Context: an optimization exercise on an open-source flow, tuned for small area and a short achievable clock period. The choices shown serve that exercise and are no tape-out recipe. In this exercise RTL edits were held to simulation tests only and were not proved equivalent to the original. Power is estimated from default activity; no workload was simulated.

[flow/constraint.sdc]
create_clock -name core_clock -period 15.0 [get_ports {clk}]
set_input_delay 3.0000 -clock core_clock [delete_from_list [all_inputs] [get_ports {clk}]]
set_output_delay 3.0000 -clock core_clock [all_outputs]
set_load 0.01 [all_outputs]
[flow/config.mk]
export PLATFORM = sky130hd
export DESIGN_NAME = gemini
export DESIGN_NICKNAME = gemini
export VERILOG_FILES = /design/flow/design.v
export SDC_FILE = /design/flow/constraint.sdc
export NUM_CORES = 4
export LEC_CHECK = 0
export CAP_MARGIN = 20
export CORE_MARGIN = 2
export CORE_UTILIZATION = 40
export SLEW_MARGIN = 20
[flow/run.sh]
#!/bin/bash
# synth_recipe.tcl (not shown) runs the flow's synth.tcl, then flattens the netlist and writes it again
# the make line also repeats each setting of config.mk as NAME=value (left out here)
make -C /OpenROAD-flow-scripts/flow DESIGN_CONFIG=/design/flow/config.mk WORK_HOME=/design/flow/orfs CLKGATE_MAP_FILE= SYNTH_SCRIPT=/design/flow/synth_recipe.tcl finish
[flow/design.v]
module gemini #(
    parameter [31:0] WRITE_PULSE    = 32'd2,
    parameter [31:0] READ_DELAY     = 32'd3,
    parameter [31:0] WRITE_DELAY    = 32'd1,
    parameter [31:0] HS_TIMEOUT     = 32'd100,
    parameter        HS_ENFORCE     = 1'b0,
    parameter        CAN_INIT_RESET = 1'b1,
    parameter [31:0] IDLE_TO_RESET  = 32'd12
) (
    input  wire        clk,
    input  wire        rst,
    input  wire        rx,
    input  wire        cmd_valid,
    input  wire [39:0] cmd,
    output wire        tx,
    output reg  [2:0]  resp_code,
    output reg  [31:0] resp_data
);
    localparam [1:0] CH_IDLE = 2'd0, CH_ASD = 2'd1, CH_APA = 2'd2, CH_AHT = 2'd3;
    localparam [1:0] FC_WFS = 2'd0, FC_WFD = 2'd1, FC_FE = 2'd2;
    localparam [2:0] R_OK = 3'd0, R_FULL = 3'd1, R_EMPTY = 3'd2, R_BUSY = 3'd3,
                     R_BADARG = 3'd4, R_ILLEGAL = 3'd5;
    localparam [7:0] OP_NOP = 8'h00, OP_SENDBIT = 8'h10, OP_SENDBYTE = 8'h11,
                     OP_HASDATA = 8'h12, OP_RECVBIT = 8'h13, OP_RECVBYTE = 8'h14,
                     OP_PULSE = 8'h15, OP_SETINIT = 8'h16, OP_SETIDLE = 8'h17,
                     OP_HSCLR = 8'h18, OP_BEGIN = 8'h20, OP_SENDSF = 8'h21,
                     OP_FCOMPLETE = 8'h22, OP_GETFRAME = 8'h23, OP_RESETFRAME = 8'h24,
                     OP_FBREAD = 8'h25, OP_FTODET = 8'h26, OP_FTOCNT = 8'h27,
                     OP_FTORESET = 8'h28, OP_STATUS = 8'h30, OP_FSTATUS = 8'h31;
    reg [63:0] ibq, obq;           
    reg [6:0]  ib_cnt, ob_cnt;
    reg [1:0]  ch_state;
    reg        self_init, frame_end, edge_flag, hs_err;
    reg [31:0] elapsed;            
    reg        rx_q;
    reg        tx_r;
    reg [30:0] pulse_cnt;
    reg        pulse_final;
    reg        can_init;
    reg [31:0] idle_to;
    reg        fc_en;
    reg [1:0]  fc_state;
    reg [8:0]  fb_len, fb_idx;
    reg        in_sub;
    reg [7:0]  acc;
    reg [3:0]  bitcnt;
    reg [31:0] fto_cnt;
    reg [7:0]  fb [0:255];
    assign tx = tx_r;
    wire [7:0]  op  = cmd[39:32];
    wire [31:0] arg = cmd[31:0];
    wire z_31_16 = (arg[31:16] == 16'd0);
    wire z_15_8  = (arg[15:8]  == 8'd0);
    wire z_7_1   = (arg[7:1]   == 7'd0);
    wire z_none  = z_31_16 & z_15_8 & z_7_1 & ~arg[0];
    wire z_b0    = z_31_16 & z_15_8 & z_7_1;
    wire z_b8    = z_31_16 & z_15_8;
    wire z_b16   = z_31_16;
    reg legal;
    always @* begin
        case (op)
            OP_NOP, OP_RECVBIT, OP_RECVBYTE, OP_HSCLR, OP_FCOMPLETE,
            OP_GETFRAME, OP_RESETFRAME, OP_FTODET, OP_FTOCNT,
            OP_FTORESET, OP_STATUS, OP_FSTATUS:    legal = z_none;
            OP_SENDBIT, OP_SETINIT:                legal = z_b0;
            OP_SENDBYTE, OP_SENDSF, OP_HASDATA:    legal = z_b8;
            OP_PULSE, OP_SETIDLE:                  legal = 1'b1;
            OP_BEGIN, OP_FBREAD:                   legal = z_b16;
            default:                               legal = 1'b0;
        endcase
    end
    wire go = cmd_valid & legal;
    wire c_sendbit   = go & (op == OP_SENDBIT);
    wire c_sendbyte  = go & (op == OP_SENDBYTE);
    wire c_sendsf    = go & (op == OP_SENDSF);
    wire c_hasdata   = go & (op == OP_HASDATA);
    wire c_recvbit   = go & (op == OP_RECVBIT);
    wire c_recvbyte  = go & (op == OP_RECVBYTE);
    wire c_pulse     = go & (op == OP_PULSE);
    wire c_setinit   = go & (op == OP_SETINIT);
    wire c_setidle   = go & (op == OP_SETIDLE);
    wire c_hsclr     = go & (op == OP_HSCLR);
    wire c_begin     = go & (op == OP_BEGIN);
    wire c_fcomplete = go & (op == OP_FCOMPLETE);
    wire c_getframe  = go & (op == OP_GETFRAME);
    wire c_resetframe= go & (op == OP_RESETFRAME);
    wire c_fbread    = go & (op == OP_FBREAD);
    wire c_ftodet    = go & (op == OP_FTODET);
    wire c_ftocnt    = go & (op == OP_FTOCNT);
    wire c_ftoreset  = go & (op == OP_FTORESET);
    wire c_status    = go & (op == OP_STATUS);
    wire c_fstatus   = go & (op == OP_FSTATUS);
    wire e1         = edge_flag | (rx & ~rx_q);
    wire pulse_busy = (pulse_cnt != 31'd0);
    wire pulse_last = (pulse_cnt == 31'd1);
    wire tx1        = pulse_last ? pulse_final : tx_r;
    wire       ob_push = c_sendbit | c_sendbyte | c_sendsf;
    wire [3:0] ob_k    = c_sendsf ? 4'd9 : (c_sendbyte ? 4'd8 : 4'd1);
    wire [8:0] ob_s    = c_sendsf ? {1'b1, arg[7:0]} :
                         c_sendbyte ? {arg[7:0], 1'b0} : {arg[0], 8'd0};   
    wire [6:0] ob_free = 7'd64 - ob_cnt;
    wire       ob_fits = ({3'd0, ob_k} <= ob_free);
    wire [6:0] ob_m    = ob_push ? (ob_fits ? {3'd0, ob_k} : ob_free) : 7'd0;
    wire [6:0] ob_c1   = ob_cnt + ob_m;
    wire ib_rbit_ok  = c_recvbit  & (ib_cnt != 7'd0);
    wire ib_rbyte_ok = c_recvbyte & (ib_cnt >= 7'd8);
    wire [6:0] ib_c1 = ib_cnt - (ib_rbyte_ok ? 7'd8 : (ib_rbit_ok ? 7'd1 : 7'd0));
    wire pulse_ok   = c_pulse & ~pulse_busy;
    wire pulse_zero = (arg[30:0] == 31'd0);
    wire pulse_load = pulse_ok & ~pulse_zero;
    wire can_init2 = c_setinit ? arg[0] : can_init;
    wire [31:0] idle_to2 = c_setidle ? arg : idle_to;
    wire begin_bad = (arg[15:0] == 16'd0) | (arg[15:0] > 16'd256);
    wire begin_ok  = c_begin & ~begin_bad;
    wire fc_en3    = fc_en | begin_ok;
    wire [8:0] fb_len3 = begin_ok ? arg[8:0] : fb_len;
    wire [8:0] fb_idx3 = (begin_ok | c_getframe | c_resetframe) ? 9'd0 : fb_idx;
    wire       in_sub3 = begin_ok ? 1'b0 : in_sub;
    wire [3:0] bitcnt3 = begin_ok ? 4'd0 : bitcnt;
    wire [7:0] acc3    = begin_ok ? 8'd0 : acc;
    wire [1:0] fc_state3 = begin_ok ? FC_WFS : fc_state;
    wire [31:0] fto3   = c_ftoreset ? 32'd0 : fto_cnt;
    wire hs_err3       = c_hsclr ? 1'b0 : hs_err;
    wire fb_rd_bad = (arg[15:0] >= {7'd0, fb_len});
    wire [7:0] fb_rdata = fb[arg[7:0]];
    wire complete = fc_en & (fb_idx == fb_len);
    wire fto_nz   = (fto_cnt != 32'd0);
    always @* begin
        resp_code = R_OK;
        resp_data = 32'd0;
        if (cmd_valid & ~legal)
            resp_code = R_ILLEGAL;
        if (ob_push & ~ob_fits)
            resp_code = R_FULL;
        if ((c_recvbit & ~ib_rbit_ok) | (c_recvbyte & ~ib_rbyte_ok))
            resp_code = R_EMPTY;
        if (c_pulse & pulse_busy)
            resp_code = R_BUSY;
        if ((c_begin & begin_bad) | (c_fbread & fb_rd_bad))
            resp_code = R_BADARG;
        if (c_hasdata & ({1'b0, ib_cnt} >= arg[7:0])) resp_data[0] = 1'b1;
        if (ib_rbit_ok)  resp_data[0] = ibq[0];
        if (ib_rbyte_ok) resp_data[7:0] = {ibq[0], ibq[1], ibq[2], ibq[3],
                                           ibq[4], ibq[5], ibq[6], ibq[7]};
        if (c_fcomplete) resp_data[0] = complete;
        if (c_getframe)  resp_data[8:0] = fb_idx;
        if (c_fbread & ~fb_rd_bad) resp_data[7:0] = fb_rdata;
        if (c_ftodet)    resp_data[0] = fto_nz;
        if (c_ftocnt)    resp_data = fto_cnt;
        if (c_status)
            resp_data = {2'b00, ob_cnt, ib_cnt, fto_nz, complete, in_sub,
                         fc_state, fc_en, hs_err, can_init,
                         (pulse_busy & ~pulse_last), rx, tx1,
                         e1, frame_end, self_init, ch_state};
        if (c_fstatus)
            resp_data = {2'b00, acc, bitcnt, fb_len, fb_idx};
        if (rst) begin
            resp_code = R_OK;
            resp_data = 32'd0;
        end
    end
    wire run4 = ~pulse_busy & ~pulse_load;
    wire ob_head = (ob_cnt == 7'd0) ? ob_s[8] : obq[0];
    wire ob_nz1  = (ob_c1 != 7'd0);
    reg  [1:0] ch4;
    reg        si4, fe4, e4, set4;
    reg        ob_pop, ib_push;
    reg        tx4;
    reg        ld4;        
    reg        pf4;        
    always @* begin
        ch4 = ch_state; si4 = self_init; fe4 = frame_end; e4 = e1; set4 = 1'b0;
        ob_pop = 1'b0; ib_push = 1'b0; ld4 = 1'b0; pf4 = 1'b0;
        tx4 = 1'b0;  
        if (run4) begin
            case (ch_state)
                CH_IDLE: begin
                    if (e1) begin
                        e4 = 1'b0; si4 = 1'b0; fe4 = 1'b0; set4 = 1'b1; ch4 = CH_ASD;
                    end else if (can_init2 & ob_nz1 & frame_end) begin
                        ob_pop = 1'b1; ld4 = 1'b1; pf4 = ob_head;
                        si4 = 1'b1; fe4 = 1'b0; set4 = 1'b1; ch4 = CH_APA;
                    end else if (elapsed >= idle_to2) begin
                        fe4 = 1'b1;
                    end
                end
                CH_ASD: begin
                    if (elapsed >= READ_DELAY) begin
                        ib_push = (ib_c1 != 7'd64);
                        set4 = 1'b1;
                        if (!ob_nz1) begin
                            if (!self_init) begin ld4 = 1'b1; pf4 = 1'b0; end
                            ch4 = CH_IDLE;
                        end else begin
                            ob_pop = 1'b1; ld4 = 1'b1; pf4 = ob_head; ch4 = CH_APA;
                        end
                    end
                end
                CH_APA: begin
                    if (e1) begin
                        e4 = 1'b0; set4 = 1'b1; ch4 = CH_AHT;
                    end
                end
                default: begin
                    if (elapsed >= WRITE_DELAY) begin
                        tx4 = 1'b1; ch4 = CH_ASD;
                    end
                end
            endcase
        end
    end
    wire hs_err4 = hs_err3;
    wire [6:0] ob_c2 = ob_c1 - {6'd0, ob_pop};
    wire [6:0] ib_c2 = ib_c1 + {6'd0, ib_push};
    reg ib_head;
    always @* begin
        if (ib_c1 == 7'd0)   ib_head = rx;
        else if (ib_rbyte_ok) ib_head = ibq[8];
        else if (ib_rbit_ok)  ib_head = ibq[1];
        else                  ib_head = ibq[0];
    end
    wire ib_nz2 = (ib_c2 != 7'd0);
    reg  [1:0] fc5;
    reg  [8:0] idx5;
    reg        sub5, ib_pop5, fb_we;
    reg  [3:0] bc5;
    reg  [7:0] acc5;
    reg  [31:0] fto5;
    always @* begin
        fc5 = fc_state3; idx5 = fb_idx3; sub5 = in_sub3; bc5 = bitcnt3; acc5 = acc3;
        fto5 = fto3; ib_pop5 = 1'b0; fb_we = 1'b0;
        if (fc_en3) begin
            case (fc_state3)
                FC_WFS: begin
                    if (fe4) begin
                        ib_pop5 = ib_nz2;
                    end else begin
                        idx5 = 9'd0; sub5 = 1'b0; bc5 = 4'd0; acc5 = 8'd0; fc5 = FC_WFD;
                    end
                end
                FC_WFD: begin
                    if (ib_nz2) begin
                        ib_pop5 = 1'b1;
                        if (fb_idx3 == fb_len3) begin
                        end else if (!in_sub3) begin
                            if (ib_head) begin sub5 = 1'b1; bc5 = 4'd0; acc5 = 8'd0; end
                        end else begin
                            acc5 = {acc3[6:0], ib_head};
                            bc5 = bitcnt3 + 4'd1;
                            if (bitcnt3 == 4'd7) begin
                                fb_we = 1'b1;
                                idx5 = fb_idx3 + 9'd1;
                                sub5 = 1'b0; bc5 = 4'd0;
                            end
                        end
                    end else if (fe4) begin
                        if ((in_sub3 | (fb_idx3 != 9'd0)) & (fb_idx3 < fb_len3)) begin
                            if (fto3 != 32'hFFFF_FFFF) fto5 = fto3 + 32'd1;
                            idx5 = 9'd0; sub5 = 1'b0; bc5 = 4'd0; acc5 = 8'd0;
                        end
                        fc5 = FC_FE;
                    end
                end
                default: begin
                    if (fe4) ib_pop5 = ib_nz2;
                    else     fc5 = FC_WFS;
                end
            endcase
        end
    end
    wire [71:0] ob_wv  = {63'd0, ob_s[0], ob_s[1], ob_s[2], ob_s[3], ob_s[4],
                          ob_s[5], ob_s[6], ob_s[7], ob_s[8]} << ob_cnt;
    reg  [64:0] ob_x;
    integer i;
    always @* begin
        for (i = 0; i < 64; i = i + 1)
            ob_x[i] = (ob_push && (i >= ob_cnt)) ? ob_wv[i] : obq[i];
        ob_x[64] = 1'b0;
    end
    wire [63:0] obq_n = ob_pop ? ob_x[64:1] : ob_x[63:0];
    wire [1:0] ib_p2 = ib_pop5 ? 2'd1 : 2'd0;
    wire [3:0] ib_sh = (ib_rbyte_ok ? 4'd8 : (ib_rbit_ok ? 4'd1 : 4'd0)) + {2'd0, ib_p2};
    wire [6:0] ib_wi = ib_c1 - {5'd0, ib_p2};
    wire [72:0] ibq_ext = {9'd0, ibq};
    reg  [63:0] ibq_n;
    always @* begin
        for (i = 0; i < 64; i = i + 1)
            ibq_n[i] = (ib_push && ib_wi == i) ? rx : ibq_ext[i + ib_sh];
    end
    wire [6:0] ib_c5 = ib_c2 - {6'd0, ib_pop5};
    always @(posedge clk) begin
        if (rst) begin
            ib_cnt <= 7'd0; ob_cnt <= 7'd0;
            ch_state <= CH_IDLE;
            self_init <= 1'b0; frame_end <= 1'b0;
            edge_flag <= 1'b0; hs_err <= 1'b0;
            elapsed <= 32'd0;
            rx_q <= 1'b1;
            tx_r <= 1'b0;
            pulse_cnt <= 31'd0; pulse_final <= 1'b0;
            can_init <= CAN_INIT_RESET;
            idle_to <= IDLE_TO_RESET;
            fc_en <= 1'b0; fc_state <= FC_WFS;
            fb_len <= 9'd0; fb_idx <= 9'd0;
            in_sub <= 1'b0; acc <= 8'd0; bitcnt <= 4'd0;
            fto_cnt <= 32'd0;
        end else begin
            ib_cnt <= ib_c5; ob_cnt <= ob_c2;
            ch_state <= ch4;
            self_init <= si4; frame_end <= fe4;
            edge_flag <= e4; hs_err <= hs_err4;
            elapsed <= set4 ? 32'd1 : elapsed + 32'd1;
            rx_q <= rx;
            if (ld4) begin
                tx_r <= 1'b1; pulse_cnt <= WRITE_PULSE[30:0]; pulse_final <= pf4;
            end else if (tx4) begin
                tx_r <= 1'b0;
            end else if (pulse_ok) begin
                tx_r <= pulse_zero ? arg[31] : 1'b1;
                if (!pulse_zero) begin
                    pulse_cnt <= arg[30:0]; pulse_final <= arg[31];
                end
            end else begin
                tx_r <= tx1;
                if (pulse_busy) pulse_cnt <= pulse_cnt - 31'd1;
            end
            can_init <= can_init2;
            idle_to <= idle_to2;
            fc_en <= fc_en3; fc_state <= fc5;
            fb_len <= fb_len3; fb_idx <= idx5;
            in_sub <= sub5; acc <= acc5; bitcnt <= bc5;
            fto_cnt <= fto5;
        end
    end
    always @(posedge clk) begin
        obq <= obq_n;
        ibq <= ibq_n;
    end
    always @(posedge clk) begin
        if (!rst && fb_we) fb[fb_idx3[7:0]] <= acc5;
    end
endmodule
==> summary.txt <==
-- Yosys cell counts, drive strengths merged, types with 16 or more instances --
master / n
o21ai: 123
xnor2: 60
nand4: 47
a21o: 20
a21oi: 178
ha: 91
or3: 26
nor3: 81
or2: 22
clkbuf: 250
o22ai: 18
a31oi: 52
a211oi: 29
mux2i: 204
nand2: 337
and2: 28
edfxtp: 2051
nor2b: 30
and3: 43
xor2: 38
mux2: 118
buf: 118
a311oi: 16
a222oi: 20
mux4: 651
o21a: 16
nor4: 50
a221oi: 16
nand3: 76
nand2b: 28
nor2: 651
dfxtp: 309
a22oi: 24
inv: 73
-- metal layers --
layer,up-vias,routed length (um)
met5,-,36
met4,6,7670
met3,426,21400
met2,2362,130000
met1,29883,114000
li1,24620,-
-- logic make-up after synthesis --
group | Yosys count | share of synthesized area [%]
xor+xnor | 98 | 0.851
mux | 973 | 17.9
simple gates | 1475 | 6.68
buf+inv | 443 | 1.74
other cells | 1 | 0.00372
compound gates | 677 | 4.52
fa+ha+maj | 92 | 1.15
flops | 2360 | 67.2
-- through the flow --
step / hold WS, ps / utilization (%) / std cells
global placement: 471 / 42.1 / 9293
floorplan: 444 / - / 6120
finish: 493 / 45.2 / 9739
global route: 518 / 45.2 / 9738
detailed placement: 483 / 42.1 / 9293
CTS: 493 / 45.2 / 9734
-- critical path, delay by kind of cell --
family                     cells  cell delay [ps]
and+or+nand+nor               12             4120
AOI/OAI and AO/OA             11             3540
adders and majority gates      5             1420
buffers and inverters          2              830
muxes                          1              290
-- layout make-up --
cell class                      count  share of cell area (%)
Antenna cell                        1                 0.00220
Clock buffer                      288                    5.42
Clock inverter                    153                    1.47
Inverter                           75                   0.254
Multi-Input combinational cell   3317                    27.8
Sequential cell                  2360                    59.7
Tap cell                         3348                    3.69
Timing Repair Buffer              197                    1.68
-- flip-flops by register name (all words and copies together), names as in the netlist, 2 cells and up --
name       cells
fb_idx         9
bitcnt         4
obq           64
fb_len         9
ibq           64
ib_cnt         7
ch_state       2
fb          2048
ob_cnt         7
pulse_cnt     31
fc_state       2
fto_cnt       32
idle_to       32
acc            8
elapsed       32
-- how the worst max path moves through the flow --
stage | depth (start not counted) | to | from | slack [ps]
floorplan | 29 | fb[0][0] | cmd[3] | 530
global placement | 32 | ibq[62] | cmd[33] | 1870
detailed placement | 27 | fb[89][0] | cmd[8] | 1780
CTS | 31 | ibq[48] | cmd[8] | 2680
global route | 31 | ibq[48] | cmd[33] | 1950
finish | 31 | ibq[48] | cmd[37] | 2460
-- power groups by stage --
stage | registers, mW | clock network, mW | logic [mW]
final | 7.11 | 5.95 | 0.633
after CTS | 7.11 | 6.04 | 0.631
after detailed placement | 7.25 | 0 | 0.628
after floorplan | 7.24 | 0 | 0.453
after global routing | 7.11 | 6.30 | 0.688
after global placement | 7.25 | 0 | 0.625
==> results.ini <==
[synth]
synth_seq_cells=2360
synth-edff-count=2051
synthArstFlopShare_pct=0
yosysWarnings=1
synth_seq_area_share_pct=67.2
synth_area_um2=101000
synthDistinctLibCells=93
synthTopCellsByArea=edfxtp_1 61%, mux4_2 15%, dfxtp_1 6.1%
synthCells=6119
synth_top_cell_by_area=edfxtp_1
synth_ff_type=edfxtp_1
synth_top_cell_area_share_pct=61.0
syn_area_per_cell_um2=16.5

[setup_path]
critPathKind=in2reg
cpPeakStageDelay_ps=630
crit_required_ps=15720
startpoint_type=input pin
cpMostUsedCell=ha_1
arrival_ps=13260
r2r_start=ob_cnt[1]
r2r-end=ibq[48]
endpoint_kind=flip-flop
slowest_stage=nor2b_1
worst_r2r_path_depth=29
path_max_fanout=17
ff2ff_setup_slack_ps=6250

[clock_tree]
cts_tree=built
cts_num_sinks=2360
postCtsSetupRepairBufs=0
cts_buffer_depth=3
clock_latency_ps=920
post_cts_resized=0
numCtsBuffers=235
clk_pin_slew_ps=60
htreeDepth=4
cts_root_buf=clkbuf_16
postCtsHoldBufs=0

[pwr]
p_int_mw=10.7
combPwrFrac_pct=4.6
vdd_drop_max_mv=0.137
p_leak_nw=31.8
swShare_pct=22.0
p_sw_mw=3.01
p_seq_share_pct=51.9
clkPwrFrac_pct=43.4
total_power_mw=13.7
power_density_nw_per_um2=120

[global_route]
grt-busiest-layer=met2
grt_overflow=0
use_met1_pct=29.3
grt_pass1_wl_mm=398
grtUsageMet3_pct=4.04
first_global_vias=56687
grt_usage_pct=21.0
antenna_found_initial=9
groute.layer.met2.usage_pct=33.6
grt_max_degree=257

[flow_run]
max_cap_violations=0

[cells_and_area]
regArea_um2=67800
final_common_cell=edfxtp_1
layout_common_cells=2051 x edfxtp_1, 651 x mux4_2, 650 x nor2_1
fillerInstances=21474
multi_input_area_um2=31600
postLayoutCellArea_um2=114000
layout.nets=6322
areaGrowthSynthToFinish_pct=12.6
final_layout_size_suffix_gt1_share_pct=20.9

[min_path]
hold_depth=2
min_path_type=reg2reg
whs_endpoint=obq[6]
hp-start=obq[7]

[place]
placed_area_um2=106000
hpwl_mm=168
routabilityCongestion=0.930
pre_cts_ws_ps=1780
port_buffers=79

[sta]
hold_viol_final=0
fin_ws_ps=2460
rsz0062_at_grt=no
fin_skew_ps=94.0
maxSlewViolCount=0
period_share_pct=83.6
fin_tns_setup_ps=0
max_freq_ghz=0.0798
finalSetupViolations=0
relSlewSlack_pct=16.3
worst_pin_slew_ps=1250
final.min_clock_period_ps=12540

[status]
status=finished clean

[detailed_routing]
ant_nets=0
dr.pass1.iters=10
drcViolationCount=0
wl_per_cell_um=28.0
via_count=57297
wl_mm=273
vias_per_cell=5.88
dr.first_iter.drc_count=7121

[floorplanning]
core_area_um2=251000
num_rows=184
fp.dieW_um=506
start_util_pct=40.2
ios=80
die_area_um2=256000
die_h_um=506

-- afterwards: timing with drivers on the ports --
How much do the figures lean on ideal ports? The routed layout below was timed once more, with nothing changed but the port constraints.
Step 1: set_driving_cell puts a clkbuf_16 on clk and a buf_2 on each other input, an assumption about the parent block.
Step 2, shift: input delay + t, output delay - t, t = (earliest + latest rising clock arrival at the registers) / 2. This alone moves slack from input paths to output paths.
Three values: no drivers, after step 1, after step 2; two values: the first two.
shift t [ns]: 0.966
slack for setup (ns): 2.464 / 2.530 / 1.564
worst hold slack (ns): 0.493 / 0.493 / 0.493
worst setup path at the end: input to register
After both steps this run still meets setup and hold. The setup slack of this run moves by +0.066 ns with the drivers and by -0.900 ns with both steps.
